This is an optimization exercise on Yosys and OpenROAD, whose aim is small area, a short achievable clock period and few clock cycles, not a production implementation.
No run shown here included a check of the RTL's function; only the layout flow was run.
Power and IR drop assume default switching activity.

==> flow/design.v, too long to show whole: its modules and the start of the top module <==
// module pgc_units: 405 lines
module pgc_units (
    input  wire        clk,
    input  wire        rst,           
    input  wire        cmd_valid,
    output wire        cmd_ready,
    input  wire [3:0]  cmd_op,
    input  wire [31:0] cmd_opa,
    output reg         rsp_valid,
    output reg         rsp_refused,
    output wire [31:0] rsp_res
);
  // ...
==> flow/run.sh <==
#!/bin/bash
# synth_recipe.tcl (not shown) runs the flow's synth.tcl, then flattens the netlist and writes it again
# the make line also repeats each setting of config.mk as NAME=value (left out here)
make -C /OpenROAD-flow-scripts/flow DESIGN_CONFIG=/design/flow/config.mk WORK_HOME=/design/flow/orfs CLKGATE_MAP_FILE= SYNTH_SCRIPT=/design/flow/synth_recipe.tcl finish
==> flow/config.mk <==
export PLATFORM = sky130hd
export DESIGN_NAME = pgc_units
export DESIGN_NICKNAME = pgc_units
export VERILOG_FILES = /design/flow/design.v
export SDC_FILE = /design/flow/constraint.sdc
export NUM_CORES = 4
export LEC_CHECK = 0
export CAP_MARGIN = 20
export CORE_MARGIN = 2
export CORE_UTILIZATION = 40
export SETUP_SLACK_MARGIN = 4
export SLEW_MARGIN = 20
==> flow/constraint.sdc <==
create_clock -name core_clock -period 8.0 [get_ports {clk}]
set_input_delay 1.6000 -clock core_clock [delete_from_list [all_inputs] [get_ports {clk}]]
set_output_delay 1.6000 -clock core_clock [all_outputs]
set_load 0.01 [all_outputs]
==> run summary, run 1 <==
status=timing/DRC/antenna clean; CTS root buf=clkbuf_16; crit share post-route=0.602; Net Sw Frac=0.375; DIE HEIGHT=169 um; clock-pin transition on the worst setup and hold timing paths=60 ps; clock buffers=20; grt ovf=0; Power Density=225 nW/um^2; HPWL Detailed=21,800 um; Sink Count=113; Psw=1.20 mW; CP Class=flop to flop; Synth area leaders=fa_1 29%, edfxtp_1 22%, xnor2_1 9.9%; hold path start=crc[1]; CTS max path bufs=2; DRC violations left=0; Cell Int Power=1.99 mW; Crit. End Element=flop; clock-net power=0.822 mW; Buffers excl. clock=187; Post-Layout Cell Count=1,596; fraction of area in multi-input gates=0.544; count leader, synth=inv_1; largest cell class by area=multi-input combinational cells; RePlAce Congestion=0.922; R2R setup slack=3190 ps; combinational gate power=1.71 mW; Avg Inst Size Synth=10.2 um^2
==> inputs of run 2 (changes only) <==
==> flow/design.v (replaced) <==
module pgc_units (
    input  wire        clk,
    input  wire        rst,           
    input  wire        cmd_valid,
    output wire        cmd_ready,
    input  wire [3:0]  cmd_op,
    input  wire [31:0] cmd_opa,
    output reg         rsp_valid,
    output reg         rsp_refused,
    output reg  [31:0] rsp_res
);
    localparam [3:0] OP_CRC_NEW   = 4'h1;
    localparam [3:0] OP_CRC_UPD   = 4'h2;
    localparam [3:0] OP_CRC_SUM16 = 4'h3;
    localparam [3:0] OP_CIPH_NEW  = 4'h4;
    localparam [3:0] OP_CIPH_ENC  = 4'h5;
    localparam [15:0] CRC_INIT     = 16'hC387;
    localparam [15:0] CRC_FEEDBACK = 16'hC37B;
    localparam [31:0] KEY          = 32'h43202F2F;
    localparam [29:0] POS_INIT     = 30'h3F7FFFD0;   
    reg [15:0] crc;
    reg [31:0] lcg;
    reg [29:0] pos;
    reg        busy;      
    function [15:0] crc_update;
        input [15:0] c_in;
        input [7:0]  b;
        reg   [15:0] c;
        integer      i;
        begin
            c = c_in ^ {8'h00, b};
            for (i = 0; i < 8; i = i + 1)
                c = c[0] ? ((c >> 1) ^ CRC_FEEDBACK) : (c >> 1);
            crc_update = c;
        end
    endfunction
    wire [31:0] lcg_next;
    wire [31:0] res_next;
    wire a_s0 = lcg[4] ^ lcg[0];
    wire a_c0 = lcg[4] & lcg[0];
    wire a_s1 = lcg[5] ^ ~lcg[3] ^ lcg[1];
    wire a_c1 = (lcg[5] & ~lcg[3]) | (lcg[5] & lcg[1]) | (~lcg[3] & lcg[1]);
    wire a_s2 = lcg[6] ^ ~lcg[4] ^ lcg[2];
    wire a_c2 = (lcg[6] & ~lcg[4]) | (lcg[6] & lcg[2]) | (~lcg[4] & lcg[2]);
    wire a_s3 = lcg[7] ^ lcg[3];
    wire a_c3 = lcg[7] & lcg[3];
    wire a_s4 = ~lcg[5] ^ lcg[0] ^ a_c2;
    wire a_c4 = (~lcg[5] & lcg[0]) | (~lcg[5] & a_c2) | (lcg[0] & a_c2);
    wire a_s5 = lcg[8] ^ lcg[4] ^ lcg[1];
    wire a_c5 = (lcg[8] & lcg[4]) | (lcg[8] & lcg[1]) | (lcg[4] & lcg[1]);
    wire a_s6 = ~lcg[6] ^ a_c3 ^ a_s5;
    wire a_c6 = (~lcg[6] & a_c3) | (~lcg[6] & a_s5) | (a_c3 & a_s5);
    wire a_s7 = lcg[9] ^ lcg[5];
    wire a_c7 = lcg[9] & lcg[5];
    wire a_s8 = ~lcg[7] ^ lcg[2] ^ lcg[0];
    wire a_c8 = (~lcg[7] & lcg[2]) | (~lcg[7] & lcg[0]) | (lcg[2] & lcg[0]);
    wire a_s9 = a_c5 ^ a_s7 ^ a_s8;
    wire a_c9 = (a_c5 & a_s7) | (a_c5 & a_s8) | (a_s7 & a_s8);
    wire a_s10 = lcg[10] ^ lcg[6] ^ lcg[3];
    wire a_c10 = (lcg[10] & lcg[6]) | (lcg[10] & lcg[3]) | (lcg[6] & lcg[3]);
    wire a_s11 = ~lcg[8] ^ lcg[1] ^ a_c7;
    wire a_c11 = (~lcg[8] & lcg[1]) | (~lcg[8] & a_c7) | (lcg[1] & a_c7);
    wire a_s12 = a_c8 ^ a_s10 ^ a_s11;
    wire a_c12 = (a_c8 & a_s10) | (a_c8 & a_s11) | (a_s10 & a_s11);
    wire a_s13 = lcg[11] ^ lcg[7] ^ lcg[4];
    wire a_c13 = (lcg[11] & lcg[7]) | (lcg[11] & lcg[4]) | (lcg[7] & lcg[4]);
    wire a_s14 = lcg[9] ^ ~lcg[2] ^ lcg[0];
    wire a_c14 = (lcg[9] & ~lcg[2]) | (lcg[9] & lcg[0]) | (~lcg[2] & lcg[0]);
    wire a_s15 = a_c10 ^ a_s13 ^ ~a_s14;
    wire a_c15 = (a_c10 & a_s13) | (a_c10 & ~a_s14) | (a_s13 & ~a_s14);
    wire a_s16 = a_c11 ^ a_s15 ^ a_c12;
    wire a_c16 = (a_c11 & a_s15) | (a_c11 & a_c12) | (a_s15 & a_c12);
    wire a_s17 = lcg[12] ^ lcg[8] ^ lcg[5];
    wire a_c17 = (lcg[12] & lcg[8]) | (lcg[12] & lcg[5]) | (lcg[8] & lcg[5]);
    wire a_s18 = lcg[10] ^ ~lcg[3] ^ lcg[1];
    wire a_c18 = (lcg[10] & ~lcg[3]) | (lcg[10] & lcg[1]) | (~lcg[3] & lcg[1]);
    wire a_s19 = a_c13 ^ ~a_c14 ^ a_s17;
    wire a_c19 = (a_c13 & ~a_c14) | (a_c13 & a_s17) | (~a_c14 & a_s17);
    wire a_s20 = ~a_s18 ^ a_c15 ^ a_s19;
    wire a_c20 = (~a_s18 & a_c15) | (~a_s18 & a_s19) | (a_c15 & a_s19);
    wire a_s21 = lcg[13] ^ lcg[9];
    wire a_c21 = lcg[13] & lcg[9];
    wire a_s22 = lcg[6] ^ lcg[4] ^ lcg[0];
    wire a_c22 = (lcg[6] & lcg[4]) | (lcg[6] & lcg[0]) | (lcg[4] & lcg[0]);
    wire a_s23 = lcg[11] ^ lcg[2] ^ a_c18;
    wire a_c23 = (lcg[11] & lcg[2]) | (lcg[11] & a_c18) | (lcg[2] & a_c18);
    wire a_s24 = a_c17 ^ a_s21 ^ a_s22;
    wire a_c24 = (a_c17 & a_s21) | (a_c17 & a_s22) | (a_s21 & a_s22);
    wire a_s25 = a_c19 ^ ~a_s23 ^ a_s24;
    wire a_c25 = (a_c19 & ~a_s23) | (a_c19 & a_s24) | (~a_s23 & a_s24);
    wire a_s26 = lcg[14] ^ lcg[10] ^ lcg[7];
    wire a_c26 = (lcg[14] & lcg[10]) | (lcg[14] & lcg[7]) | (lcg[10] & lcg[7]);
    wire a_s27 = lcg[12] ^ ~lcg[5] ^ lcg[3];
    wire a_c27 = (lcg[12] & ~lcg[5]) | (lcg[12] & lcg[3]) | (~lcg[5] & lcg[3]);
    wire a_s28 = lcg[1] ^ a_c21 ^ a_c22;
    wire a_c28 = (lcg[1] & a_c21) | (lcg[1] & a_c22) | (a_c21 & a_c22);
    wire a_s29 = ~a_s26 ^ a_s27 ^ a_c23;
    wire a_c29 = (~a_s26 & a_s27) | (~a_s26 & a_c23) | (a_s27 & a_c23);
    wire a_s30 = a_c24 ^ a_s28 ^ a_c25;
    wire a_c30 = (a_c24 & a_s28) | (a_c24 & a_c25) | (a_s28 & a_c25);
    wire a_s31 = lcg[15] ^ lcg[11] ^ lcg[8];
    wire a_c31 = (lcg[15] & lcg[11]) | (lcg[15] & lcg[8]) | (lcg[11] & lcg[8]);
    wire a_s32 = lcg[13] ^ lcg[4] ^ lcg[0];
    wire a_c32 = (lcg[13] & lcg[4]) | (lcg[13] & lcg[0]) | (lcg[4] & lcg[0]);
    wire a_s33 = lcg[6] ^ lcg[2] ^ a_c26;
    wire a_c33 = (lcg[6] & lcg[2]) | (lcg[6] & a_c26) | (lcg[2] & a_c26);
    wire a_s34 = a_c27 ^ ~a_s31 ^ a_s32;
    wire a_c34 = (a_c27 & ~a_s31) | (a_c27 & a_s32) | (~a_s31 & a_s32);
    wire a_s35 = a_c28 ^ a_s33 ^ ~a_s34;
    wire a_c35 = (a_c28 & a_s33) | (a_c28 & ~a_s34) | (a_s33 & ~a_s34);
    wire a_s36 = lcg[16] ^ lcg[12] ^ lcg[9];
    wire a_c36 = (lcg[16] & lcg[12]) | (lcg[16] & lcg[9]) | (lcg[12] & lcg[9]);
    wire a_s37 = lcg[14] ^ lcg[5] ^ lcg[1];
    wire a_c37 = (lcg[14] & lcg[5]) | (lcg[14] & lcg[1]) | (lcg[5] & lcg[1]);
    wire a_s38 = lcg[7] ^ lcg[3] ^ a_c31;
    wire a_c38 = (lcg[7] & lcg[3]) | (lcg[7] & a_c31) | (lcg[3] & a_c31);
    wire a_s39 = a_c32 ^ ~a_s36 ^ a_s37;
    wire a_c39 = (a_c32 & ~a_s36) | (a_c32 & a_s37) | (~a_s36 & a_s37);
    wire a_s40 = a_c33 ^ a_s38 ^ ~a_c34;
    wire a_c40 = (a_c33 & a_s38) | (a_c33 & ~a_c34) | (a_s38 & ~a_c34);
    wire a_s41 = ~a_s39 ^ a_s40 ^ a_c35;
    wire a_c41 = (~a_s39 & a_s40) | (~a_s39 & a_c35) | (a_s40 & a_c35);
    wire a_s42 = lcg[17] ^ lcg[13] ^ lcg[10];
    wire a_c42 = (lcg[17] & lcg[13]) | (lcg[17] & lcg[10]) | (lcg[13] & lcg[10]);
    wire a_s43 = lcg[15] ^ lcg[6] ^ lcg[2];
    wire a_c43 = (lcg[15] & lcg[6]) | (lcg[15] & lcg[2]) | (lcg[6] & lcg[2]);
    wire a_s44 = lcg[8] ^ lcg[4] ^ a_c36;
    wire a_c44 = (lcg[8] & lcg[4]) | (lcg[8] & a_c36) | (lcg[4] & a_c36);
    wire a_s45 = a_c37 ^ ~a_s42 ^ a_s43;
    wire a_c45 = (a_c37 & ~a_s42) | (a_c37 & a_s43) | (~a_s42 & a_s43);
    wire a_s46 = a_c38 ^ a_s44 ^ ~a_c39;
    wire a_c46 = (a_c38 & a_s44) | (a_c38 & ~a_c39) | (a_s44 & ~a_c39);
    wire a_s47 = ~a_s45 ^ a_c40 ^ a_s46;
    wire a_c47 = (~a_s45 & a_c40) | (~a_s45 & a_s46) | (a_c40 & a_s46);
    wire a_s48 = lcg[18] ^ lcg[14] ^ lcg[11];
    wire a_c48 = (lcg[18] & lcg[14]) | (lcg[18] & lcg[11]) | (lcg[14] & lcg[11]);
    wire a_s49 = lcg[16] ^ lcg[7] ^ lcg[3];
    wire a_c49 = (lcg[16] & lcg[7]) | (lcg[16] & lcg[3]) | (lcg[7] & lcg[3]);
    wire a_s50 = lcg[9] ^ lcg[5] ^ ~lcg[0];
    wire a_c50 = (lcg[9] & lcg[5]) | (lcg[9] & ~lcg[0]) | (lcg[5] & ~lcg[0]);
    wire a_s51 = a_c42 ^ ~a_c43 ^ a_s48;
    wire a_c51 = (a_c42 & ~a_c43) | (a_c42 & a_s48) | (~a_c43 & a_s48);
    wire a_s52 = ~a_s49 ^ a_s50 ^ a_c44;
    wire a_c52 = (~a_s49 & a_s50) | (~a_s49 & a_c44) | (a_s50 & a_c44);
    wire a_s53 = ~a_c45 ^ a_s51 ^ a_s52;
    wire a_c53 = (~a_c45 & a_s51) | (~a_c45 & a_s52) | (a_s51 & a_s52);
    wire a_s54 = lcg[19] ^ lcg[15] ^ lcg[12];
    wire a_c54 = (lcg[19] & lcg[15]) | (lcg[19] & lcg[12]) | (lcg[15] & lcg[12]);
    wire a_s55 = lcg[17] ^ lcg[8] ^ lcg[4];
    wire a_c55 = (lcg[17] & lcg[8]) | (lcg[17] & lcg[4]) | (lcg[8] & lcg[4]);
    wire a_s56 = lcg[10] ^ lcg[6] ^ ~lcg[1];
    wire a_c56 = (lcg[10] & lcg[6]) | (lcg[10] & ~lcg[1]) | (lcg[6] & ~lcg[1]);
    wire a_s57 = a_c48 ^ ~a_c49 ^ a_c50;
    wire a_c57 = (a_c48 & ~a_c49) | (a_c48 & a_c50) | (~a_c49 & a_c50);
    wire a_s58 = a_s54 ^ ~a_s55 ^ a_s56;
    wire a_c58 = (a_s54 & ~a_s55) | (a_s54 & a_s56) | (~a_s55 & a_s56);
    wire a_s59 = a_c51 ^ a_s57 ^ a_s58;
    wire a_c59 = (a_c51 & a_s57) | (a_c51 & a_s58) | (a_s57 & a_s58);
    wire a_s60 = a_c52 ^ a_s59 ^ a_c53;
    wire a_c60 = (a_c52 & a_s59) | (a_c52 & a_c53) | (a_s59 & a_c53);
    wire a_s61 = lcg[20] ^ lcg[16] ^ lcg[13];
    wire a_c61 = (lcg[20] & lcg[16]) | (lcg[20] & lcg[13]) | (lcg[16] & lcg[13]);
    wire a_s62 = lcg[18] ^ lcg[9] ^ lcg[5];
    wire a_c62 = (lcg[18] & lcg[9]) | (lcg[18] & lcg[5]) | (lcg[9] & lcg[5]);
    wire a_s63 = lcg[11] ^ lcg[7] ^ ~lcg[2];
    wire a_c63 = (lcg[11] & lcg[7]) | (lcg[11] & ~lcg[2]) | (lcg[7] & ~lcg[2]);
    wire a_s64 = a_c54 ^ ~a_c55 ^ a_c56;
    wire a_c64 = (a_c54 & ~a_c55) | (a_c54 & a_c56) | (~a_c55 & a_c56);
    wire a_s65 = a_s61 ^ ~a_s62 ^ a_s63;
    wire a_c65 = (a_s61 & ~a_s62) | (a_s61 & a_s63) | (~a_s62 & a_s63);
    wire a_s66 = a_c57 ^ a_c58 ^ a_s64;
    wire a_c66 = (a_c57 & a_c58) | (a_c57 & a_s64) | (a_c58 & a_s64);
    wire a_s67 = a_s65 ^ a_c59 ^ a_s66;
    wire a_c67 = (a_s65 & a_c59) | (a_s65 & a_s66) | (a_c59 & a_s66);
    wire a_s68 = lcg[21] ^ lcg[17];
    wire a_c68 = lcg[21] & lcg[17];
    wire a_s69 = lcg[19] ^ lcg[10] ^ lcg[6];
    wire a_c69 = (lcg[19] & lcg[10]) | (lcg[19] & lcg[6]) | (lcg[10] & lcg[6]);
    wire a_s70 = lcg[14] ^ lcg[12] ^ lcg[8];
    wire a_c70 = (lcg[14] & lcg[12]) | (lcg[14] & lcg[8]) | (lcg[12] & lcg[8]);
    wire a_s71 = ~lcg[3] ^ lcg[0] ^ a_c61;
    wire a_c71 = (~lcg[3] & lcg[0]) | (~lcg[3] & a_c61) | (lcg[0] & a_c61);
    wire a_s72 = a_c63 ^ a_s68 ^ a_s70;
    wire a_c72 = (a_c63 & a_s68) | (a_c63 & a_s70) | (a_s68 & a_s70);
    wire a_s73 = ~a_c62 ^ a_c64 ^ a_s71;
    wire a_c73 = (~a_c62 & a_c64) | (~a_c62 & a_s71) | (a_c64 & a_s71);
    wire a_s74 = ~a_s69 ^ a_c65 ^ a_s72;
    wire a_c74 = (~a_s69 & a_c65) | (~a_s69 & a_s72) | (a_c65 & a_s72);
    wire a_s75 = a_c66 ^ a_s73 ^ a_s74;
    wire a_c75 = (a_c66 & a_s73) | (a_c66 & a_s74) | (a_s73 & a_s74);
    wire a_s76 = lcg[22] ^ lcg[18] ^ lcg[15];
    wire a_c76 = (lcg[22] & lcg[18]) | (lcg[22] & lcg[15]) | (lcg[18] & lcg[15]);
    wire a_s77 = lcg[20] ^ lcg[11] ^ lcg[7];
    wire a_c77 = (lcg[20] & lcg[11]) | (lcg[20] & lcg[7]) | (lcg[11] & lcg[7]);
    wire a_s78 = lcg[13] ^ lcg[9] ^ lcg[1];
    wire a_c78 = (lcg[13] & lcg[9]) | (lcg[13] & lcg[1]) | (lcg[9] & lcg[1]);
    wire a_s79 = ~lcg[4] ^ a_c68 ^ a_c70;
    wire a_c79 = (~lcg[4] & a_c68) | (~lcg[4] & a_c70) | (a_c68 & a_c70);
    wire a_s80 = ~a_c69 ^ a_s76 ^ a_s78;
    wire a_c80 = (~a_c69 & a_s76) | (~a_c69 & a_s78) | (a_s76 & a_s78);
    wire a_s81 = a_c71 ^ a_c72 ^ a_s79;
    wire a_c81 = (a_c71 & a_c72) | (a_c71 & a_s79) | (a_c72 & a_s79);
    wire a_s82 = ~a_s77 ^ a_s80 ^ a_c73;
    wire a_c82 = (~a_s77 & a_s80) | (~a_s77 & a_c73) | (a_s80 & a_c73);
    wire a_s83 = lcg[23] ^ lcg[19];
    wire a_c83 = lcg[23] & lcg[19];
    wire a_s84 = lcg[21] ^ lcg[12] ^ lcg[8];
    wire a_c84 = (lcg[21] & lcg[12]) | (lcg[21] & lcg[8]) | (lcg[12] & lcg[8]);
    wire a_s85 = lcg[16] ^ lcg[14] ^ lcg[10];
    wire a_c85 = (lcg[16] & lcg[14]) | (lcg[16] & lcg[10]) | (lcg[14] & lcg[10]);
    wire a_s86 = ~lcg[5] ^ lcg[2] ^ lcg[0];
    wire a_c86 = (~lcg[5] & lcg[2]) | (~lcg[5] & lcg[0]) | (lcg[2] & lcg[0]);
    wire a_s87 = a_c76 ^ ~a_c77 ^ a_c78;
    wire a_c87 = (a_c76 & ~a_c77) | (a_c76 & a_c78) | (~a_c77 & a_c78);
    wire a_s88 = a_s83 ^ a_s85 ^ a_s86;
    wire a_c88 = (a_s83 & a_s85) | (a_s83 & a_s86) | (a_s85 & a_s86);
    wire a_s89 = ~a_s84 ^ a_c79 ^ a_c80;
    wire a_c89 = (~a_s84 & a_c79) | (~a_s84 & a_c80) | (a_c79 & a_c80);
    wire a_s90 = a_s87 ^ a_s88 ^ a_c81;
    wire a_c90 = (a_s87 & a_s88) | (a_s87 & a_c81) | (a_s88 & a_c81);
    wire a_s91 = lcg[24] ^ lcg[20] ^ lcg[17];
    wire a_c91 = (lcg[24] & lcg[20]) | (lcg[24] & lcg[17]) | (lcg[20] & lcg[17]);
    wire a_s92 = lcg[22] ^ lcg[13] ^ lcg[9];
    wire a_c92 = (lcg[22] & lcg[13]) | (lcg[22] & lcg[9]) | (lcg[13] & lcg[9]);
    wire a_s93 = lcg[15] ^ lcg[11] ^ lcg[3];
    wire a_c93 = (lcg[15] & lcg[11]) | (lcg[15] & lcg[3]) | (lcg[11] & lcg[3]);
    wire a_s94 = lcg[1] ^ a_c83 ^ a_c85;
    wire a_c94 = (lcg[1] & a_c83) | (lcg[1] & a_c85) | (a_c83 & a_c85);
    wire a_s95 = lcg[6] ^ a_c84 ^ a_s92;
    wire a_c95 = (lcg[6] & a_c84) | (lcg[6] & a_s92) | (a_c84 & a_s92);
    wire a_s96 = a_c86 ^ a_s91 ^ a_s93;
    wire a_c96 = (a_c86 & a_s91) | (a_c86 & a_s93) | (a_s91 & a_s93);
    wire a_s97 = a_c87 ^ a_s94 ^ a_c88;
    wire a_c97 = (a_c87 & a_s94) | (a_c87 & a_c88) | (a_s94 & a_c88);
    wire a_s98 = ~a_s95 ^ a_s96 ^ a_c89;
    wire a_c98 = (~a_s95 & a_s96) | (~a_s95 & a_c89) | (a_s96 & a_c89);
    wire a_s99 = lcg[25] ^ lcg[21] ^ lcg[18];
    wire a_c99 = (lcg[25] & lcg[21]) | (lcg[25] & lcg[18]) | (lcg[21] & lcg[18]);
    wire a_s100 = lcg[23] ^ lcg[14] ^ lcg[10];
    wire a_c100 = (lcg[23] & lcg[14]) | (lcg[23] & lcg[10]) | (lcg[14] & lcg[10]);
    wire a_s101 = lcg[16] ^ lcg[12] ^ lcg[4];
    wire a_c101 = (lcg[16] & lcg[12]) | (lcg[16] & lcg[4]) | (lcg[12] & lcg[4]);
    wire a_s102 = lcg[2] ^ a_c91 ^ a_c93;
    wire a_c102 = (lcg[2] & a_c91) | (lcg[2] & a_c93) | (a_c91 & a_c93);
    wire a_s103 = lcg[7] ^ a_c92 ^ a_s100;
    wire a_c103 = (lcg[7] & a_c92) | (lcg[7] & a_s100) | (a_c92 & a_s100);
    wire a_s104 = a_s99 ^ a_s101 ^ a_c94;
    wire a_c104 = (a_s99 & a_s101) | (a_s99 & a_c94) | (a_s101 & a_c94);
    wire a_s105 = ~a_c95 ^ a_c96 ^ a_s102;
    wire a_c105 = (~a_c95 & a_c96) | (~a_c95 & a_s102) | (a_c96 & a_s102);
    wire a_s106 = ~a_s103 ^ a_s104 ^ a_c97;
    wire a_c106 = (~a_s103 & a_s104) | (~a_s103 & a_c97) | (a_s104 & a_c97);
    wire a_s107 = lcg[26] ^ lcg[22] ^ lcg[19];
    wire a_c107 = (lcg[26] & lcg[22]) | (lcg[26] & lcg[19]) | (lcg[22] & lcg[19]);
    wire a_s108 = lcg[24] ^ lcg[15] ^ lcg[11];
    wire a_c108 = (lcg[24] & lcg[15]) | (lcg[24] & lcg[11]) | (lcg[15] & lcg[11]);
    wire a_s109 = lcg[17] ^ lcg[13] ^ lcg[5];
    wire a_c109 = (lcg[17] & lcg[13]) | (lcg[17] & lcg[5]) | (lcg[13] & lcg[5]);
    wire a_s110 = lcg[3] ^ a_c99 ^ a_c101;
    wire a_c110 = (lcg[3] & a_c99) | (lcg[3] & a_c101) | (a_c99 & a_c101);
    wire a_s111 = lcg[8] ^ a_c100 ^ a_s108;
    wire a_c111 = (lcg[8] & a_c100) | (lcg[8] & a_s108) | (a_c100 & a_s108);
    wire a_s112 = a_s107 ^ a_s109 ^ a_c102;
    wire a_c112 = (a_s107 & a_s109) | (a_s107 & a_c102) | (a_s109 & a_c102);
    wire a_s113 = a_c103 ^ ~a_s110 ^ a_s111;
    wire a_c113 = (a_c103 & ~a_s110) | (a_c103 & a_s111) | (~a_s110 & a_s111);
    wire a_s114 = a_c104 ^ a_s112 ^ a_c105;
    wire a_c114 = (a_c104 & a_s112) | (a_c104 & a_c105) | (a_s112 & a_c105);
    wire a_s115 = lcg[27] ^ lcg[23] ^ lcg[20];
    wire a_c115 = (lcg[27] & lcg[23]) | (lcg[27] & lcg[20]) | (lcg[23] & lcg[20]);
    wire a_s116 = lcg[25] ^ lcg[16] ^ lcg[12];
    wire a_c116 = (lcg[25] & lcg[16]) | (lcg[25] & lcg[12]) | (lcg[16] & lcg[12]);
    wire a_s117 = lcg[18] ^ lcg[14] ^ lcg[6];
    wire a_c117 = (lcg[18] & lcg[14]) | (lcg[18] & lcg[6]) | (lcg[14] & lcg[6]);
    wire a_s118 = lcg[4] ^ a_c107 ^ a_c109;
    wire a_c118 = (lcg[4] & a_c107) | (lcg[4] & a_c109) | (a_c107 & a_c109);
    wire a_s119 = lcg[9] ^ a_c108 ^ a_s116;
    wire a_c119 = (lcg[9] & a_c108) | (lcg[9] & a_s116) | (a_c108 & a_s116);
    wire a_s120 = a_s115 ^ a_s117 ^ a_c110;
    wire a_c120 = (a_s115 & a_s117) | (a_s115 & a_c110) | (a_s117 & a_c110);
    wire a_s121 = a_c111 ^ ~a_s118 ^ a_s119;
    wire a_c121 = (a_c111 & ~a_s118) | (a_c111 & a_s119) | (~a_s118 & a_s119);
    wire a_s122 = a_c112 ^ a_s120 ^ ~a_c113;
    wire a_c122 = (a_c112 & a_s120) | (a_c112 & ~a_c113) | (a_s120 & ~a_c113);
    wire a_s123 = lcg[28] ^ lcg[24];
    wire a_c123 = lcg[28] & lcg[24];
    wire a_s124 = lcg[26] ^ lcg[17] ^ lcg[13];
    wire a_c124 = (lcg[26] & lcg[17]) | (lcg[26] & lcg[13]) | (lcg[17] & lcg[13]);
    wire a_s125 = lcg[21] ^ lcg[19] ^ lcg[15];
    wire a_c125 = (lcg[21] & lcg[19]) | (lcg[21] & lcg[15]) | (lcg[19] & lcg[15]);
    wire a_s126 = lcg[7] ^ lcg[5] ^ lcg[0];
    wire a_c126 = (lcg[7] & lcg[5]) | (lcg[7] & lcg[0]) | (lcg[5] & lcg[0]);
    wire a_s127 = ~lcg[10] ^ a_c115 ^ a_c117;
    wire a_c127 = (~lcg[10] & a_c115) | (~lcg[10] & a_c117) | (a_c115 & a_c117);
    wire a_s128 = a_s123 ^ a_s125 ^ a_s126;
    wire a_c128 = (a_s123 & a_s125) | (a_s123 & a_s126) | (a_s125 & a_s126);
    wire a_s129 = a_c116 ^ a_s124 ^ ~a_c118;
    wire a_c129 = (a_c116 & a_s124) | (a_c116 & ~a_c118) | (a_s124 & ~a_c118);
    wire a_s130 = ~a_c119 ^ a_s127 ^ a_s128;
    wire a_c130 = (~a_c119 & a_s127) | (~a_c119 & a_s128) | (a_s127 & a_s128);
    wire a_s131 = ~a_c120 ^ a_s129 ^ a_c121;
    wire a_c131 = (~a_c120 & a_s129) | (~a_c120 & a_c121) | (a_s129 & a_c121);
    wire a_s132 = lcg[29] ^ lcg[25] ^ lcg[22];
    wire a_c132 = (lcg[29] & lcg[25]) | (lcg[29] & lcg[22]) | (lcg[25] & lcg[22]);
    wire a_s133 = lcg[27] ^ lcg[18] ^ lcg[14];
    wire a_c133 = (lcg[27] & lcg[18]) | (lcg[27] & lcg[14]) | (lcg[18] & lcg[14]);
    wire a_s134 = lcg[20] ^ lcg[16] ^ lcg[8];
    wire a_c134 = (lcg[20] & lcg[16]) | (lcg[20] & lcg[8]) | (lcg[16] & lcg[8]);
    wire a_s135 = ~lcg[11] ^ lcg[6] ^ lcg[1];
    wire a_c135 = (~lcg[11] & lcg[6]) | (~lcg[11] & lcg[1]) | (lcg[6] & lcg[1]);
    wire a_s136 = a_c123 ^ a_c125 ^ a_c126;
    wire a_c136 = (a_c123 & a_c125) | (a_c123 & a_c126) | (a_c125 & a_c126);
    wire a_s137 = ~a_c124 ^ a_s132 ^ a_s134;
    wire a_c137 = (~a_c124 & a_s132) | (~a_c124 & a_s134) | (a_s132 & a_s134);
    wire a_s138 = ~a_s133 ^ a_s135 ^ a_c127;
    wire a_c138 = (~a_s133 & a_s135) | (~a_s133 & a_c127) | (a_s135 & a_c127);
    wire a_s139 = a_c128 ^ a_s136 ^ a_s137;
    wire a_c139 = (a_c128 & a_s136) | (a_c128 & a_s137) | (a_s136 & a_s137);
    wire a_s140 = ~a_c129 ^ a_s138 ^ a_c130;
    wire a_c140 = (~a_c129 & a_s138) | (~a_c129 & a_c130) | (a_s138 & a_c130);
    wire a_s141 = lcg[30] ^ lcg[26] ^ lcg[23];
    wire a_c141 = (lcg[30] & lcg[26]) | (lcg[30] & lcg[23]) | (lcg[26] & lcg[23]);
    wire a_s142 = lcg[28] ^ lcg[19] ^ lcg[15];
    wire a_c142 = (lcg[28] & lcg[19]) | (lcg[28] & lcg[15]) | (lcg[19] & lcg[15]);
    wire a_s143 = lcg[21] ^ lcg[17] ^ lcg[9];
    wire a_c143 = (lcg[21] & lcg[17]) | (lcg[21] & lcg[9]) | (lcg[17] & lcg[9]);
    wire a_s144 = ~lcg[12] ^ lcg[7] ^ lcg[2];
    wire a_c144 = (~lcg[12] & lcg[7]) | (~lcg[12] & lcg[2]) | (lcg[7] & lcg[2]);
    wire a_s145 = a_c132 ^ a_c134 ^ a_c135;
    wire a_c145 = (a_c132 & a_c134) | (a_c132 & a_c135) | (a_c134 & a_c135);
    wire a_s146 = ~a_c133 ^ a_s141 ^ a_s143;
    wire a_c146 = (~a_c133 & a_s141) | (~a_c133 & a_s143) | (a_s141 & a_s143);
    wire a_s147 = ~a_s142 ^ a_s144 ^ a_c136;
    wire a_c147 = (~a_s142 & a_s144) | (~a_s142 & a_c136) | (a_s144 & a_c136);
    wire a_s148 = a_c137 ^ a_s145 ^ a_s146;
    wire a_c148 = (a_c137 & a_s145) | (a_c137 & a_s146) | (a_s145 & a_s146);
    wire a_s149 = a_c138 ^ a_s147 ^ a_c139;
    wire a_c149 = (a_c138 & a_s147) | (a_c138 & a_c139) | (a_s147 & a_c139);
    wire a_s150 = lcg[31] ^ lcg[27] ^ lcg[24];
    wire a_s151 = lcg[29] ^ lcg[20] ^ lcg[16];
    wire a_s152 = lcg[22] ^ lcg[18] ^ lcg[10];
    wire a_s153 = ~lcg[13] ^ lcg[8] ^ lcg[3];
    wire a_s154 = ~lcg[0] ^ a_c141 ^ a_c143;
    wire a_s155 = a_c144 ^ a_s150 ^ a_s152;
    wire a_s156 = a_c142 ^ a_s151 ^ ~a_s153;
    wire a_s157 = a_c145 ^ a_c146 ^ a_s154;
    wire a_s158 = a_s155 ^ ~a_s156 ^ a_c147;
    wire a_s159 = a_c148 ^ a_s157 ^ a_s158;
    wire [9:0] a_lo;
    wire a_p0 = ~lcg[0];
    wire a_p1 = ~lcg[1] ^ 1'b1;
    wire a_g1 = ~lcg[1] & 1'b1;
    wire a_p2 = ~lcg[2] ^ lcg[0];
    wire a_g2 = ~lcg[2] & lcg[0];
    wire a_p3 = ~lcg[3] ^ lcg[1];
    wire a_g3 = ~lcg[3] & lcg[1];
    wire a_p4 = lcg[2] ^ ~a_s0;
    wire a_g4 = lcg[2] & ~a_s0;
    wire a_p5 = ~a_c0 ^ ~a_s1;
    wire a_g5 = ~a_c0 & ~a_s1;
    wire a_p6 = ~a_c1 ^ ~a_s2;
    wire a_g6 = ~a_c1 & ~a_s2;
    wire a_p7 = ~a_s3 ^ ~a_s4;
    wire a_g7 = ~a_s3 & ~a_s4;
    wire a_p8 = ~a_c4 ^ ~a_s6;
    wire a_g8 = ~a_c4 & ~a_s6;
    wire a_p9 = ~a_c6 ^ ~a_s9;
    wire a_g9 = ~a_c6 & ~a_s9;
    wire a_Gs0_1 = a_g1;
    wire a_Ps0_1 = (a_p1 & a_p0);
    wire a_Gs0_3 = (a_g3 | (a_p3 & a_g2));
    wire a_Ps0_3 = (a_p3 & a_p2);
    wire a_Gs0_5 = (a_g5 | (a_p5 & a_g4));
    wire a_Ps0_5 = (a_p5 & a_p4);
    wire a_Gs0_7 = (a_g7 | (a_p7 & a_g6));
    wire a_Ps0_7 = (a_p7 & a_p6);
    wire a_Gs0_9 = (a_g9 | (a_p9 & a_g8));
    wire a_Ps0_9 = (a_p9 & a_p8);
    wire a_Gs1_2 = (a_g2 | (a_p2 & a_Gs0_1));
    wire a_Ps1_2 = (a_p2 & a_Ps0_1);
    wire a_Gs1_3 = (a_Gs0_3 | (a_Ps0_3 & a_Gs0_1));
    wire a_Ps1_3 = (a_Ps0_3 & a_Ps0_1);
    wire a_Gs1_6 = (a_g6 | (a_p6 & a_Gs0_5));
    wire a_Ps1_6 = (a_p6 & a_Ps0_5);
    wire a_Gs1_7 = (a_Gs0_7 | (a_Ps0_7 & a_Gs0_5));
    wire a_Ps1_7 = (a_Ps0_7 & a_Ps0_5);
    wire a_Gs2_4 = (a_g4 | (a_p4 & a_Gs1_3));
    wire a_Ps2_4 = (a_p4 & a_Ps1_3);
    wire a_Gs2_5 = (a_Gs0_5 | (a_Ps0_5 & a_Gs1_3));
    wire a_Ps2_5 = (a_Ps0_5 & a_Ps1_3);
    wire a_Gs2_6 = (a_Gs1_6 | (a_Ps1_6 & a_Gs1_3));
    wire a_Ps2_6 = (a_Ps1_6 & a_Ps1_3);
    wire a_Gs2_7 = (a_Gs1_7 | (a_Ps1_7 & a_Gs1_3));
    wire a_Ps2_7 = (a_Ps1_7 & a_Ps1_3);
    wire a_Gs3_8 = (a_g8 | (a_p8 & a_Gs2_7));
    wire a_Ps3_8 = (a_p8 & a_Ps2_7);
    wire a_Gs3_9 = (a_Gs0_9 | (a_Ps0_9 & a_Gs2_7));
    wire a_Ps3_9 = (a_Ps0_9 & a_Ps2_7);
    assign a_lo[0] = a_p0;
    assign a_lo[1] = a_p1;
    assign a_lo[2] = a_p2 ^ a_Gs0_1;
    assign a_lo[3] = a_p3 ^ a_Gs1_2;
    assign a_lo[4] = a_p4 ^ a_Gs1_3;
    assign a_lo[5] = a_p5 ^ a_Gs2_4;
    assign a_lo[6] = a_p6 ^ a_Gs2_5;
    assign a_lo[7] = a_p7 ^ a_Gs2_6;
    assign a_lo[8] = a_p8 ^ a_Gs2_7;
    assign a_lo[9] = a_p9 ^ a_Gs3_8;
    wire a_lo_c = a_Gs3_9;
    wire [63:0] pc_d;
    reg  [63:0] pc_q;
    assign pc_d[0] = a_lo[0];
    assign pc_d[1] = a_lo[1];
    assign pc_d[2] = a_lo[2];
    assign pc_d[3] = a_lo[3];
    assign pc_d[4] = a_lo[4];
    assign pc_d[5] = a_lo[5];
    assign pc_d[6] = a_lo[6];
    assign pc_d[7] = a_lo[7];
    assign pc_d[8] = a_lo[8];
    assign pc_d[9] = a_lo[9];
    assign pc_d[10] = a_lo_c;
    assign pc_d[11] = a_c9;
    assign pc_d[12] = a_s12;
    assign pc_d[13] = a_s16;
    assign pc_d[14] = a_c16;
    assign pc_d[15] = a_s20;
    assign pc_d[16] = a_c20;
    assign pc_d[17] = a_s25;
    assign pc_d[18] = a_s29;
    assign pc_d[19] = a_s30;
    assign pc_d[20] = a_c29;
    assign pc_d[21] = a_s35;
    assign pc_d[22] = a_c30;
    assign pc_d[23] = a_s41;
    assign pc_d[24] = a_c41;
    assign pc_d[25] = a_s47;
    assign pc_d[26] = a_c46;
    assign pc_d[27] = a_s53;
    assign pc_d[28] = a_c47;
    assign pc_d[29] = a_s60;
    assign pc_d[30] = a_c60;
    assign pc_d[31] = a_s67;
    assign pc_d[32] = a_c67;
    assign pc_d[33] = a_s75;
    assign pc_d[34] = a_c74;
    assign pc_d[35] = a_s81;
    assign pc_d[36] = a_s82;
    assign pc_d[37] = a_c75;
    assign pc_d[38] = a_s89;
    assign pc_d[39] = a_c82;
    assign pc_d[40] = a_s90;
    assign pc_d[41] = a_s97;
    assign pc_d[42] = a_c90;
    assign pc_d[43] = a_s98;
    assign pc_d[44] = a_s105;
    assign pc_d[45] = a_c98;
    assign pc_d[46] = a_s106;
    assign pc_d[47] = a_s113;
    assign pc_d[48] = a_c106;
    assign pc_d[49] = a_s114;
    assign pc_d[50] = a_s121;
    assign pc_d[51] = a_c114;
    assign pc_d[52] = a_s122;
    assign pc_d[53] = a_s130;
    assign pc_d[54] = a_c122;
    assign pc_d[55] = a_s131;
    assign pc_d[56] = a_s139;
    assign pc_d[57] = a_c131;
    assign pc_d[58] = a_s140;
    assign pc_d[59] = a_s148;
    assign pc_d[60] = a_c140;
    assign pc_d[61] = a_s149;
    assign pc_d[62] = a_c149;
    assign pc_d[63] = a_s159;
    wire b_s0 = ~pc_q[10] ^ pc_q[11] ^ pc_q[12];
    wire b_c0 = (~pc_q[10] & pc_q[11]) | (~pc_q[10] & pc_q[12]) | (pc_q[11] & pc_q[12]);
    wire b_s1 = ~pc_q[20] ^ pc_q[21] ^ pc_q[22];
    wire b_c1 = (~pc_q[20] & pc_q[21]) | (~pc_q[20] & pc_q[22]) | (pc_q[21] & pc_q[22]);
    wire b_s2 = pc_q[26] ^ pc_q[27] ^ pc_q[28];
    wire b_c2 = (pc_q[26] & pc_q[27]) | (pc_q[26] & pc_q[28]) | (pc_q[27] & pc_q[28]);
    wire b_s3 = pc_q[34] ^ pc_q[35] ^ pc_q[36];
    wire b_c3 = (pc_q[34] & pc_q[35]) | (pc_q[34] & pc_q[36]) | (pc_q[35] & pc_q[36]);
    wire b_s4 = pc_q[38] ^ pc_q[39] ^ pc_q[40];
    wire b_c4 = (pc_q[38] & pc_q[39]) | (pc_q[38] & pc_q[40]) | (pc_q[39] & pc_q[40]);
    wire b_s5 = pc_q[41] ^ pc_q[42] ^ pc_q[43];
    wire b_c5 = (pc_q[41] & pc_q[42]) | (pc_q[41] & pc_q[43]) | (pc_q[42] & pc_q[43]);
    wire b_s6 = pc_q[44] ^ pc_q[45] ^ pc_q[46];
    wire b_c6 = (pc_q[44] & pc_q[45]) | (pc_q[44] & pc_q[46]) | (pc_q[45] & pc_q[46]);
    wire b_s7 = ~pc_q[47] ^ pc_q[48] ^ pc_q[49];
    wire b_c7 = (~pc_q[47] & pc_q[48]) | (~pc_q[47] & pc_q[49]) | (pc_q[48] & pc_q[49]);
    wire b_s8 = ~pc_q[50] ^ pc_q[51] ^ pc_q[52];
    wire b_c8 = (~pc_q[50] & pc_q[51]) | (~pc_q[50] & pc_q[52]) | (pc_q[51] & pc_q[52]);
    wire b_s9 = pc_q[53] ^ pc_q[54] ^ ~pc_q[55];
    wire b_c9 = (pc_q[53] & pc_q[54]) | (pc_q[53] & ~pc_q[55]) | (pc_q[54] & ~pc_q[55]);
    wire b_s10 = pc_q[56] ^ ~pc_q[57] ^ pc_q[58];
    wire b_c10 = (pc_q[56] & ~pc_q[57]) | (pc_q[56] & pc_q[58]) | (~pc_q[57] & pc_q[58]);
    wire b_s11 = pc_q[59] ^ pc_q[60] ^ pc_q[61];
    wire b_c11 = (pc_q[59] & pc_q[60]) | (pc_q[59] & pc_q[61]) | (pc_q[60] & pc_q[61]);
    wire b_s12 = pc_q[62] ^ pc_q[63] ^ b_c11;
    wire b_p0 = pc_q[0];
    wire b_p1 = pc_q[1];
    wire b_p2 = pc_q[2];
    wire b_p3 = pc_q[3];
    wire b_p4 = pc_q[4];
    wire b_p5 = pc_q[5];
    wire b_p6 = pc_q[6];
    wire b_p7 = pc_q[7];
    wire b_p8 = pc_q[8];
    wire b_p9 = pc_q[9];
    wire b_p10 = ~b_s0;
    wire b_p11 = ~pc_q[13] ^ ~b_c0;
    wire b_g11 = ~pc_q[13] & ~b_c0;
    wire b_p12 = ~pc_q[14] ^ ~pc_q[15];
    wire b_g12 = ~pc_q[14] & ~pc_q[15];
    wire b_p13 = ~pc_q[16] ^ ~pc_q[17];
    wire b_g13 = ~pc_q[16] & ~pc_q[17];
    wire b_p14 = pc_q[18] ^ ~pc_q[19];
    wire b_g14 = pc_q[18] & ~pc_q[19];
    wire b_p15 = ~b_s1;
    wire b_p16 = ~pc_q[23] ^ ~b_c1;
    wire b_g16 = ~pc_q[23] & ~b_c1;
    wire b_p17 = ~pc_q[24] ^ ~pc_q[25];
    wire b_g17 = ~pc_q[24] & ~pc_q[25];
    wire b_p18 = ~b_s2;
    wire b_p19 = ~pc_q[29] ^ ~b_c2;
    wire b_g19 = ~pc_q[29] & ~b_c2;
    wire b_p20 = ~pc_q[30] ^ ~pc_q[31];
    wire b_g20 = ~pc_q[30] & ~pc_q[31];
    wire b_p21 = ~pc_q[32] ^ ~pc_q[33];
    wire b_g21 = ~pc_q[32] & ~pc_q[33];
    wire b_p22 = ~pc_q[37] ^ ~b_s3;
    wire b_g22 = ~pc_q[37] & ~b_s3;
    wire b_p23 = ~b_c3 ^ ~b_s4;
    wire b_g23 = ~b_c3 & ~b_s4;
    wire b_p24 = ~b_c4 ^ ~b_s5;
    wire b_g24 = ~b_c4 & ~b_s5;
    wire b_p25 = ~b_c5 ^ ~b_s6;
    wire b_g25 = ~b_c5 & ~b_s6;
    wire b_p26 = ~b_c6 ^ ~b_s7;
    wire b_g26 = ~b_c6 & ~b_s7;
    wire b_p27 = ~b_c7 ^ ~b_s8;
    wire b_g27 = ~b_c7 & ~b_s8;
    wire b_p28 = ~b_c8 ^ ~b_s9;
    wire b_g28 = ~b_c8 & ~b_s9;
    wire b_p29 = ~b_c9 ^ ~b_s10;
    wire b_g29 = ~b_c9 & ~b_s10;
    wire b_p30 = ~b_c10 ^ ~b_s11;
    wire b_g30 = ~b_c10 & ~b_s11;
    wire b_p31 = ~b_s12;
    wire b_Ps0_1 = (b_p1 & b_p0);
    wire b_Ps0_3 = (b_p3 & b_p2);
    wire b_Ps0_5 = (b_p5 & b_p4);
    wire b_Ps0_7 = (b_p7 & b_p6);
    wire b_Ps0_9 = (b_p9 & b_p8);
    wire b_Gs0_11 = b_g11;
    wire b_Ps0_11 = (b_p11 & b_p10);
    wire b_Gs0_13 = (b_g13 | (b_p13 & b_g12));
    wire b_Ps0_13 = (b_p13 & b_p12);
    wire b_Gs0_15 = (b_p15 & b_g14);
    wire b_Ps0_15 = (b_p15 & b_p14);
    wire b_Gs0_17 = (b_g17 | (b_p17 & b_g16));
    wire b_Ps0_17 = (b_p17 & b_p16);
    wire b_Gs0_19 = b_g19;
    wire b_Ps0_19 = (b_p19 & b_p18);
    wire b_Gs0_21 = (b_g21 | (b_p21 & b_g20));
    wire b_Ps0_21 = (b_p21 & b_p20);
    wire b_Gs0_23 = (b_g23 | (b_p23 & b_g22));
    wire b_Ps0_23 = (b_p23 & b_p22);
    wire b_Gs0_25 = (b_g25 | (b_p25 & b_g24));
    wire b_Ps0_25 = (b_p25 & b_p24);
    wire b_Gs0_27 = (b_g27 | (b_p27 & b_g26));
    wire b_Ps0_27 = (b_p27 & b_p26);
    wire b_Gs0_29 = (b_g29 | (b_p29 & b_g28));
    wire b_Ps0_29 = (b_p29 & b_p28);
    wire b_Gs0_31 = (b_p31 & b_g30);
    wire b_Ps0_31 = (b_p31 & b_p30);
    wire b_Ps1_2 = (b_p2 & b_Ps0_1);
    wire b_Ps1_3 = (b_Ps0_3 & b_Ps0_1);
    wire b_Ps1_6 = (b_p6 & b_Ps0_5);
    wire b_Ps1_7 = (b_Ps0_7 & b_Ps0_5);
    wire b_Ps1_10 = (b_p10 & b_Ps0_9);
    wire b_Gs1_11 = b_Gs0_11;
    wire b_Ps1_11 = (b_Ps0_11 & b_Ps0_9);
    wire b_Gs1_14 = (b_g14 | (b_p14 & b_Gs0_13));
    wire b_Ps1_14 = (b_p14 & b_Ps0_13);
    wire b_Gs1_15 = (b_Gs0_15 | (b_Ps0_15 & b_Gs0_13));
    wire b_Ps1_15 = (b_Ps0_15 & b_Ps0_13);
    wire b_Gs1_18 = (b_p18 & b_Gs0_17);
    wire b_Ps1_18 = (b_p18 & b_Ps0_17);
    wire b_Gs1_19 = (b_Gs0_19 | (b_Ps0_19 & b_Gs0_17));
    wire b_Ps1_19 = (b_Ps0_19 & b_Ps0_17);
    wire b_Gs1_22 = (b_g22 | (b_p22 & b_Gs0_21));
    wire b_Ps1_22 = (b_p22 & b_Ps0_21);
    wire b_Gs1_23 = (b_Gs0_23 | (b_Ps0_23 & b_Gs0_21));
    wire b_Ps1_23 = (b_Ps0_23 & b_Ps0_21);
    wire b_Gs1_26 = (b_g26 | (b_p26 & b_Gs0_25));
    wire b_Ps1_26 = (b_p26 & b_Ps0_25);
    wire b_Gs1_27 = (b_Gs0_27 | (b_Ps0_27 & b_Gs0_25));
    wire b_Ps1_27 = (b_Ps0_27 & b_Ps0_25);
    wire b_Gs1_30 = (b_g30 | (b_p30 & b_Gs0_29));
    wire b_Ps1_30 = (b_p30 & b_Ps0_29);
    wire b_Gs1_31 = (b_Gs0_31 | (b_Ps0_31 & b_Gs0_29));
    wire b_Ps1_31 = (b_Ps0_31 & b_Ps0_29);
    wire b_Ps2_4 = (b_p4 & b_Ps1_3);
    wire b_Ps2_5 = (b_Ps0_5 & b_Ps1_3);
    wire b_Ps2_6 = (b_Ps1_6 & b_Ps1_3);
    wire b_Ps2_7 = (b_Ps1_7 & b_Ps1_3);
    wire b_Gs2_12 = (b_g12 | (b_p12 & b_Gs1_11));
    wire b_Ps2_12 = (b_p12 & b_Ps1_11);
    wire b_Gs2_13 = (b_Gs0_13 | (b_Ps0_13 & b_Gs1_11));
    wire b_Ps2_13 = (b_Ps0_13 & b_Ps1_11);
    wire b_Gs2_14 = (b_Gs1_14 | (b_Ps1_14 & b_Gs1_11));
    wire b_Ps2_14 = (b_Ps1_14 & b_Ps1_11);
    wire b_Gs2_15 = (b_Gs1_15 | (b_Ps1_15 & b_Gs1_11));
    wire b_Ps2_15 = (b_Ps1_15 & b_Ps1_11);
    wire b_Gs2_20 = (b_g20 | (b_p20 & b_Gs1_19));
    wire b_Ps2_20 = (b_p20 & b_Ps1_19);
    wire b_Gs2_21 = (b_Gs0_21 | (b_Ps0_21 & b_Gs1_19));
    wire b_Ps2_21 = (b_Ps0_21 & b_Ps1_19);
    wire b_Gs2_22 = (b_Gs1_22 | (b_Ps1_22 & b_Gs1_19));
    wire b_Ps2_22 = (b_Ps1_22 & b_Ps1_19);
    wire b_Gs2_23 = (b_Gs1_23 | (b_Ps1_23 & b_Gs1_19));
    wire b_Ps2_23 = (b_Ps1_23 & b_Ps1_19);
    wire b_Gs2_28 = (b_g28 | (b_p28 & b_Gs1_27));
    wire b_Ps2_28 = (b_p28 & b_Ps1_27);
    wire b_Gs2_29 = (b_Gs0_29 | (b_Ps0_29 & b_Gs1_27));
    wire b_Ps2_29 = (b_Ps0_29 & b_Ps1_27);
    wire b_Gs2_30 = (b_Gs1_30 | (b_Ps1_30 & b_Gs1_27));
    wire b_Ps2_30 = (b_Ps1_30 & b_Ps1_27);
    wire b_Gs2_31 = (b_Gs1_31 | (b_Ps1_31 & b_Gs1_27));
    wire b_Ps2_31 = (b_Ps1_31 & b_Ps1_27);
    wire b_Ps3_8 = (b_p8 & b_Ps2_7);
    wire b_Ps3_9 = (b_Ps0_9 & b_Ps2_7);
    wire b_Ps3_10 = (b_Ps1_10 & b_Ps2_7);
    wire b_Gs3_11 = b_Gs1_11;
    wire b_Ps3_11 = (b_Ps1_11 & b_Ps2_7);
    wire b_Gs3_12 = b_Gs2_12;
    wire b_Ps3_12 = (b_Ps2_12 & b_Ps2_7);
    wire b_Gs3_13 = b_Gs2_13;
    wire b_Ps3_13 = (b_Ps2_13 & b_Ps2_7);
    wire b_Gs3_14 = b_Gs2_14;
    wire b_Ps3_14 = (b_Ps2_14 & b_Ps2_7);
    wire b_Gs3_15 = b_Gs2_15;
    wire b_Ps3_15 = (b_Ps2_15 & b_Ps2_7);
    wire b_Gs3_24 = (b_g24 | (b_p24 & b_Gs2_23));
    wire b_Ps3_24 = (b_p24 & b_Ps2_23);
    wire b_Gs3_25 = (b_Gs0_25 | (b_Ps0_25 & b_Gs2_23));
    wire b_Ps3_25 = (b_Ps0_25 & b_Ps2_23);
    wire b_Gs3_26 = (b_Gs1_26 | (b_Ps1_26 & b_Gs2_23));
    wire b_Ps3_26 = (b_Ps1_26 & b_Ps2_23);
    wire b_Gs3_27 = (b_Gs1_27 | (b_Ps1_27 & b_Gs2_23));
    wire b_Ps3_27 = (b_Ps1_27 & b_Ps2_23);
    wire b_Gs3_28 = (b_Gs2_28 | (b_Ps2_28 & b_Gs2_23));
    wire b_Ps3_28 = (b_Ps2_28 & b_Ps2_23);
    wire b_Gs3_29 = (b_Gs2_29 | (b_Ps2_29 & b_Gs2_23));
    wire b_Ps3_29 = (b_Ps2_29 & b_Ps2_23);
    wire b_Gs3_30 = (b_Gs2_30 | (b_Ps2_30 & b_Gs2_23));
    wire b_Ps3_30 = (b_Ps2_30 & b_Ps2_23);
    wire b_Gs3_31 = (b_Gs2_31 | (b_Ps2_31 & b_Gs2_23));
    wire b_Ps3_31 = (b_Ps2_31 & b_Ps2_23);
    wire b_Gs4_16 = (b_g16 | (b_p16 & b_Gs3_15));
    wire b_Ps4_16 = (b_p16 & b_Ps3_15);
    wire b_Gs4_17 = (b_Gs0_17 | (b_Ps0_17 & b_Gs3_15));
    wire b_Ps4_17 = (b_Ps0_17 & b_Ps3_15);
    wire b_Gs4_18 = (b_Gs1_18 | (b_Ps1_18 & b_Gs3_15));
    wire b_Ps4_18 = (b_Ps1_18 & b_Ps3_15);
    wire b_Gs4_19 = (b_Gs1_19 | (b_Ps1_19 & b_Gs3_15));
    wire b_Ps4_19 = (b_Ps1_19 & b_Ps3_15);
    wire b_Gs4_20 = (b_Gs2_20 | (b_Ps2_20 & b_Gs3_15));
    wire b_Ps4_20 = (b_Ps2_20 & b_Ps3_15);
    wire b_Gs4_21 = (b_Gs2_21 | (b_Ps2_21 & b_Gs3_15));
    wire b_Ps4_21 = (b_Ps2_21 & b_Ps3_15);
    wire b_Gs4_22 = (b_Gs2_22 | (b_Ps2_22 & b_Gs3_15));
    wire b_Ps4_22 = (b_Ps2_22 & b_Ps3_15);
    wire b_Gs4_23 = (b_Gs2_23 | (b_Ps2_23 & b_Gs3_15));
    wire b_Ps4_23 = (b_Ps2_23 & b_Ps3_15);
    wire b_Gs4_24 = (b_Gs3_24 | (b_Ps3_24 & b_Gs3_15));
    wire b_Ps4_24 = (b_Ps3_24 & b_Ps3_15);
    wire b_Gs4_25 = (b_Gs3_25 | (b_Ps3_25 & b_Gs3_15));
    wire b_Ps4_25 = (b_Ps3_25 & b_Ps3_15);
    wire b_Gs4_26 = (b_Gs3_26 | (b_Ps3_26 & b_Gs3_15));
    wire b_Ps4_26 = (b_Ps3_26 & b_Ps3_15);
    wire b_Gs4_27 = (b_Gs3_27 | (b_Ps3_27 & b_Gs3_15));
    wire b_Ps4_27 = (b_Ps3_27 & b_Ps3_15);
    wire b_Gs4_28 = (b_Gs3_28 | (b_Ps3_28 & b_Gs3_15));
    wire b_Ps4_28 = (b_Ps3_28 & b_Ps3_15);
    wire b_Gs4_29 = (b_Gs3_29 | (b_Ps3_29 & b_Gs3_15));
    wire b_Ps4_29 = (b_Ps3_29 & b_Ps3_15);
    wire b_Gs4_30 = (b_Gs3_30 | (b_Ps3_30 & b_Gs3_15));
    wire b_Ps4_30 = (b_Ps3_30 & b_Ps3_15);
    wire b_Gs4_31 = (b_Gs3_31 | (b_Ps3_31 & b_Gs3_15));
    wire b_Ps4_31 = (b_Ps3_31 & b_Ps3_15);
    assign lcg_next[0] = b_p0;
    assign res_next[0] = b_p0 ^ rsp_res[0];
    assign lcg_next[1] = b_p1;
    assign res_next[1] = b_p1 ^ rsp_res[1];
    assign lcg_next[2] = b_p2;
    assign res_next[2] = b_p2 ^ rsp_res[2];
    assign lcg_next[3] = b_p3;
    assign res_next[3] = b_p3 ^ rsp_res[3];
    assign lcg_next[4] = b_p4;
    assign res_next[4] = b_p4 ^ rsp_res[4];
    assign lcg_next[5] = b_p5;
    assign res_next[5] = b_p5 ^ rsp_res[5];
    assign lcg_next[6] = b_p6;
    assign res_next[6] = b_p6 ^ rsp_res[6];
    assign lcg_next[7] = b_p7;
    assign res_next[7] = b_p7 ^ rsp_res[7];
    assign lcg_next[8] = b_p8;
    assign res_next[8] = b_p8 ^ rsp_res[8];
    assign lcg_next[9] = b_p9;
    assign res_next[9] = b_p9 ^ rsp_res[9];
    assign lcg_next[10] = b_p10;
    assign res_next[10] = b_p10 ^ rsp_res[10];
    assign lcg_next[11] = b_p11;
    assign res_next[11] = b_p11 ^ rsp_res[11];
    assign lcg_next[12] = b_p12 ^ b_Gs3_11;
    assign res_next[12] = b_p12 ^ rsp_res[12] ^ b_Gs3_11;
    assign lcg_next[13] = b_p13 ^ b_Gs3_12;
    assign res_next[13] = b_p13 ^ rsp_res[13] ^ b_Gs3_12;
    assign lcg_next[14] = b_p14 ^ b_Gs3_13;
    assign res_next[14] = b_p14 ^ rsp_res[14] ^ b_Gs3_13;
    assign lcg_next[15] = b_p15 ^ b_Gs3_14;
    assign res_next[15] = b_p15 ^ rsp_res[15] ^ b_Gs3_14;
    assign lcg_next[16] = b_p16 ^ b_Gs3_15;
    assign res_next[16] = b_p16 ^ rsp_res[16] ^ b_Gs3_15;
    assign lcg_next[17] = b_p17 ^ b_Gs4_16;
    assign res_next[17] = b_p17 ^ rsp_res[17] ^ b_Gs4_16;
    assign lcg_next[18] = b_p18 ^ b_Gs4_17;
    assign res_next[18] = b_p18 ^ rsp_res[18] ^ b_Gs4_17;
    assign lcg_next[19] = b_p19 ^ b_Gs4_18;
    assign res_next[19] = b_p19 ^ rsp_res[19] ^ b_Gs4_18;
    assign lcg_next[20] = b_p20 ^ b_Gs4_19;
    assign res_next[20] = b_p20 ^ rsp_res[20] ^ b_Gs4_19;
    assign lcg_next[21] = b_p21 ^ b_Gs4_20;
    assign res_next[21] = b_p21 ^ rsp_res[21] ^ b_Gs4_20;
    assign lcg_next[22] = b_p22 ^ b_Gs4_21;
    assign res_next[22] = b_p22 ^ rsp_res[22] ^ b_Gs4_21;
    assign lcg_next[23] = b_p23 ^ b_Gs4_22;
    assign res_next[23] = b_p23 ^ rsp_res[23] ^ b_Gs4_22;
    assign lcg_next[24] = b_p24 ^ b_Gs4_23;
    assign res_next[24] = b_p24 ^ rsp_res[24] ^ b_Gs4_23;
    assign lcg_next[25] = b_p25 ^ b_Gs4_24;
    assign res_next[25] = b_p25 ^ rsp_res[25] ^ b_Gs4_24;
    assign lcg_next[26] = b_p26 ^ b_Gs4_25;
    assign res_next[26] = b_p26 ^ rsp_res[26] ^ b_Gs4_25;
    assign lcg_next[27] = b_p27 ^ b_Gs4_26;
    assign res_next[27] = b_p27 ^ rsp_res[27] ^ b_Gs4_26;
    assign lcg_next[28] = b_p28 ^ b_Gs4_27;
    assign res_next[28] = b_p28 ^ rsp_res[28] ^ b_Gs4_27;
    assign lcg_next[29] = b_p29 ^ b_Gs4_28;
    assign res_next[29] = b_p29 ^ rsp_res[29] ^ b_Gs4_28;
    assign lcg_next[30] = b_p30 ^ b_Gs4_29;
    assign res_next[30] = b_p30 ^ rsp_res[30] ^ b_Gs4_29;
    assign lcg_next[31] = b_p31 ^ b_Gs4_30;
    assign res_next[31] = b_p31 ^ rsp_res[31] ^ b_Gs4_30;
    assign cmd_ready = ~busy;
    wire accept     = cmd_valid & ~busy;
    wire is_crc_new = cmd_op == OP_CRC_NEW;
    wire is_crc_upd = cmd_op == OP_CRC_UPD;
    wire is_sum16   = cmd_op == OP_CRC_SUM16;
    wire is_new     = cmd_op == OP_CIPH_NEW;
    wire is_enc     = cmd_op == OP_CIPH_ENC;
    wire [29:0] pos_zero;     
    assign pos_zero[0] = 1'b1;
    genvar gi;
    generate for (gi = 1; gi < 30; gi = gi + 1) begin : g_pos
        assign pos_zero[gi] = pos_zero[gi-1] & ~pos[gi-1];
    end endgenerate
    always @(posedge clk) begin
        pc_q <= pc_d;
        if (rst) begin
            rsp_valid <= 1'b0;
            busy      <= 1'b0;
        end else begin
            rsp_valid <= busy | (accept & ~is_enc);
            busy      <= accept & is_enc;
        end
        rsp_refused <= ~busy & (cmd_op[3] | (cmd_op[2] & cmd_op[1]));
        if (busy)
            rsp_res <= res_next;
        else if (is_sum16)
            rsp_res <= {16'h0000, crc};
        else
            rsp_res <= cmd_opa ^ {pos, 2'b00} ^ KEY;
        if (accept) begin
            if (is_crc_new) crc <= CRC_INIT;
            if (is_crc_upd) crc <= crc_update(crc, cmd_opa[7:0]);
            if (is_new)     lcg <= cmd_opa;
        end
        if (busy) lcg <= lcg_next;
        pos <= (accept & is_new) ? POS_INIT : pos ^ (pos_zero & {30{busy}});
    end
endmodule
==> flow/config.mk (replaced) <==
export PLATFORM = sky130hd
export DESIGN_NAME = pgc_units
export DESIGN_NICKNAME = pgc_units
export VERILOG_FILES = /design/flow/design.v
export SDC_FILE = /design/flow/constraint.sdc
export NUM_CORES = 4
export LEC_CHECK = 0
export CAP_MARGIN = 20
export CORE_MARGIN = 2
export CORE_UTILIZATION = 40
export SETUP_SLACK_MARGIN = 5
export SLEW_MARGIN = 20
==> run 2 against run 1 <==
Still clean on timing, DRC and antenna. Global-route usage shrank 1.4 points. Sequential share of layout area grew 6.2 points. Power grew 3.4%. Clock power is 3.4% higher. Critical endpoint is now pos[28]. Highest routed layer unchanged. Register-to-register slack gained 1300 ps. Critical path depth is 9 lower. Cell area up 3.0%.
==> run summary, run 2 <==
status=timing/DRC/antenna clean; largest net degree at the start of global routing=82; Slowest Stage Delay on Critical Path=510 ps; CTS max path bufs=2 (unchanged); Avg Inst Size Synth=11.2 um^2 (+9.5%); nets@finish=1,418; ys flop type=dfxtp_1; most used cell, CP=or4_4; area of the multi-input gates=7420 um^2; Worst Hold Class=flop to flop; grt ovf=0 (unchanged); Cell Chain, Critical Path=nor4_4, or4b_4, or4_4, or3_4, or4_4, or4_4, o21a_1, or3_1; Final Skew=17.3 ps; WHS=522 ps; worst reg2reg path depth=8; post-route minimum period=3490 ps; Power Density=226 nW/um^2 (+0.43%); Async SR Flop Fraction=0; Place WS=3960 ps; Setup crit end=pos[28]; Peak VDD IR=0.130 mV; Layout area overhead=26.0%; die area=30,400 um^2; Ports=74; fin worst setup slack=4510 ps; Seq. cell area=4040 um^2; WP data required=8330 ps; Fin Setup TNS=0 ps; crit share post-route=0.437 (-0.165); Final Hold Viols=0; share of cells above drive strength 1=0.191; max-slew headroom at the worst pin=0.362; Synth area leaders=fa_1 28%, dfxtp_1 22%, edfxtp_1 12%; leading area contributor after synthesis=fa_1; max reg flops=64; TritonCTS clock tree=done; Synthesis Warnings=1; Syn Inst Count=1,036; Synth Net Count=1,270; RSZ-0062 raised after global routing=true; most frequent cells in the layout=173 x inv_1, 157 x fa_1, 121 x dfxtp_1; sequential-to-total area share from yosys stat=0.347; largest registers=pc_q x64, lcg x32, rsp_res x32; Post-synth EDFFs=48; clk latency of the worst-skew pair=450 ps; htree depth=4; WL final=29,500 um; TritonCTS Buffers=17; drt first pass iters=5; DRC violations left=0 (unchanged); # rows=62; Max Clk Rate=286 MHz; Port Buffers=73; LEAKAGE=6.23 nW; CP bufs+invs=0; Worst Setup SP=pos[1]; Initial Util=0.405; Power, Total=3.30 mW; final slew viol count=0; drt first-iter violations=352; largest delay contributor family on the critical path=simple AND/OR/NAND/NOR gates; placed cell area=12,900 um^2; Crit. End Element=flop; commonest non-fill, non-tap cell in the layout=inv_1; first-pass GRT wire length=46,500 um; core area=28,600 um^2; Antenna Cells=0; clock-pin transition on the worst setup and hold timing paths=80 ps (+20 ps); Filler cells=2,511; critical path's slowest cell=or4b_4; RePlAce Congestion=0.828 (-10%); post-synth cell types=46; Routed wire per std cell=18.7 um; Reg with most FFs=pc_q; FF+latch count, synth=177; Worst Tran Pin Value=957 ps; initial antenna violation count=0; final setup violating endpoints=0; DIE HEIGHT=174 um (+3.2%); HPWL Detailed=21,200 um (-2.8%); CP Class=flop to flop; R2R setup slack=4510 ps (+1320 ps); CTS root buf=clkbuf_16; vias=7,571; top cell type's share of synthesized area=0.276; reg2reg start=pos[1]; count leader, synth=inv_1; Synth top cells by count=179 x inv_1, 160 x fa_1, 129 x dfxtp_1; category of the worst setup path launch point=flop; Vias/cell=4.79; r2r endpoint=pos[28]; Post-Layout Inst Area=14,600 um^2; Crit path depth=8; Sink Count=177 (+57%); Arr. time, crit path=3820 ps; Total Routing Usage GR=0.207; synthesized cell area=11,600 um^2; Horiz. Die Dim=174 um; max-cap viol count=0; Worst Hold Depth=2; worst-path maximum fanout=4; remaining antenna violation count=0; vias in the first global route=8,142
-- run 2: changes by cell type after synthesis, sizes merged, moves of 12 or more --
| cell | previous run | this run |
|---|---|---|
| xnor2 | 124 | 104 |
| edfxtp | 78 | 48 |
| o21ai | 62 | 32 |
| nand3 | 11 | 23 |
| mux2 | 0 | 27 |
| nand2 | 133 | 47 |
| dfxtp | 35 | 129 |
| xor2 | 46 | 58 |
-- run 2: report_power, final --
part	internal (mW)	switching, mW
clock network	0.444	0.406
logic	0.661	0.698
registers	1.02	0.0671
total	2.13	1.17
-- run 2: logic make-up (layout without fill, tap and decap cells) --
kind of cell / count (synthesis) / after routing / share of synthesized area
AOI/OAI and AO/OA: 100 / 100 / 0.0502
xor gates and xnor gates: 164 / 164 / 0.126
adders and majority gates: 195 / 195 / 0.314
buffers and inverters: 203 / 363 / 0.0658
DFF: 177 / 177 / 0.347
muxes: 27 / 27 / 0.0262
and+or+nand+nor: 170 / 171 / 0.0709
-- run 2: cell type report --
class | count | share of cell area
Multi-Input combinational cell | 657 | 0.508
Sequential cell | 177 | 0.276
Timing Repair Buffer | 151 | 0.0956
Inverter | 180 | 0.0470
Tap cell | 384 | 0.0329
Clock buffer | 17 | 0.0291
Clock inverter | 15 | 0.0113
-- run 2: worst min-delay path by stage --
stage                     startpoint    endpoint
final                        pos[29]     pos[29]
after global routing      rsp_res[3]  rsp_res[3]
after CTS                    pos[29]     pos[29]
after detailed placement     pos[29]     pos[29]
after global placement       pos[29]     pos[29]
after floorplan              pos[23]     pos[23]
-- run 2: metal layers --
layer,vias up,global-route usage,routed length (um)
met4,0,0.0592,584
met2,179,0.334,14200
met5,-,0,0
li1,3544,-,-
met1,3811,0.281,13200
met3,37,0.0448,1570
-- run 2: worst reg2reg max path, stage by stage, from the launching register on --
cell     delay, ps
dfxtp_4        360
nor4_4         310
or4b_4         510
or4_4          440
or3_4          350
or4_4          430
or4_4          440
o21a_1         180
or3_1          340
-- run 2: stage by stage --
stage,utilization,instances
after floorplan,-,1036
after global placement,0.452,1473
after global routing,0.511,1581
final,0.511,1581
after detailed placement,0.452,1473
after CTS,0.497,1561
-- run 2: what timing repair did --
action                     in CTS  in global routing
hold endpoints to repair        0                  0
hold buffers                    0                  0
gates resized for setup        64                 73
cloned                          1                  0
pin swaps                      31                 32
buffers inserted               55                 20
setup endpoints to repair     147                 82

what the ideal ports hide:
Ports are ideal in the flow. The routed layouts listed here were re-timed in OpenROAD. Step 1 (the two cells are an assumption about what drives the block):
set clk [get_ports {clk}]
set_driving_cell -lib_cell sky130_fd_sc_hd__clkbuf_16 $clk
set_driving_cell -lib_cell sky130_fd_sc_hd__buf_2 [delete_from_list [all_inputs] $clk]
Step 2 moves the port delays by t, midway between the first and last clock arrival at a register: inputs arrive t later, outputs are due t later. That takes back most of the time a late clock gives input paths. Three values: ideal, step 1, step 2; two values: the first two.
run	t, ns	setup WS [ns]	cell pins on the clock port's net
run 1	0.441	3.186 / 3.186 / 3.186	1
run 2	0.489	4.506 / 4.506 / 4.506	1
After both steps every run listed still meets setup and hold.
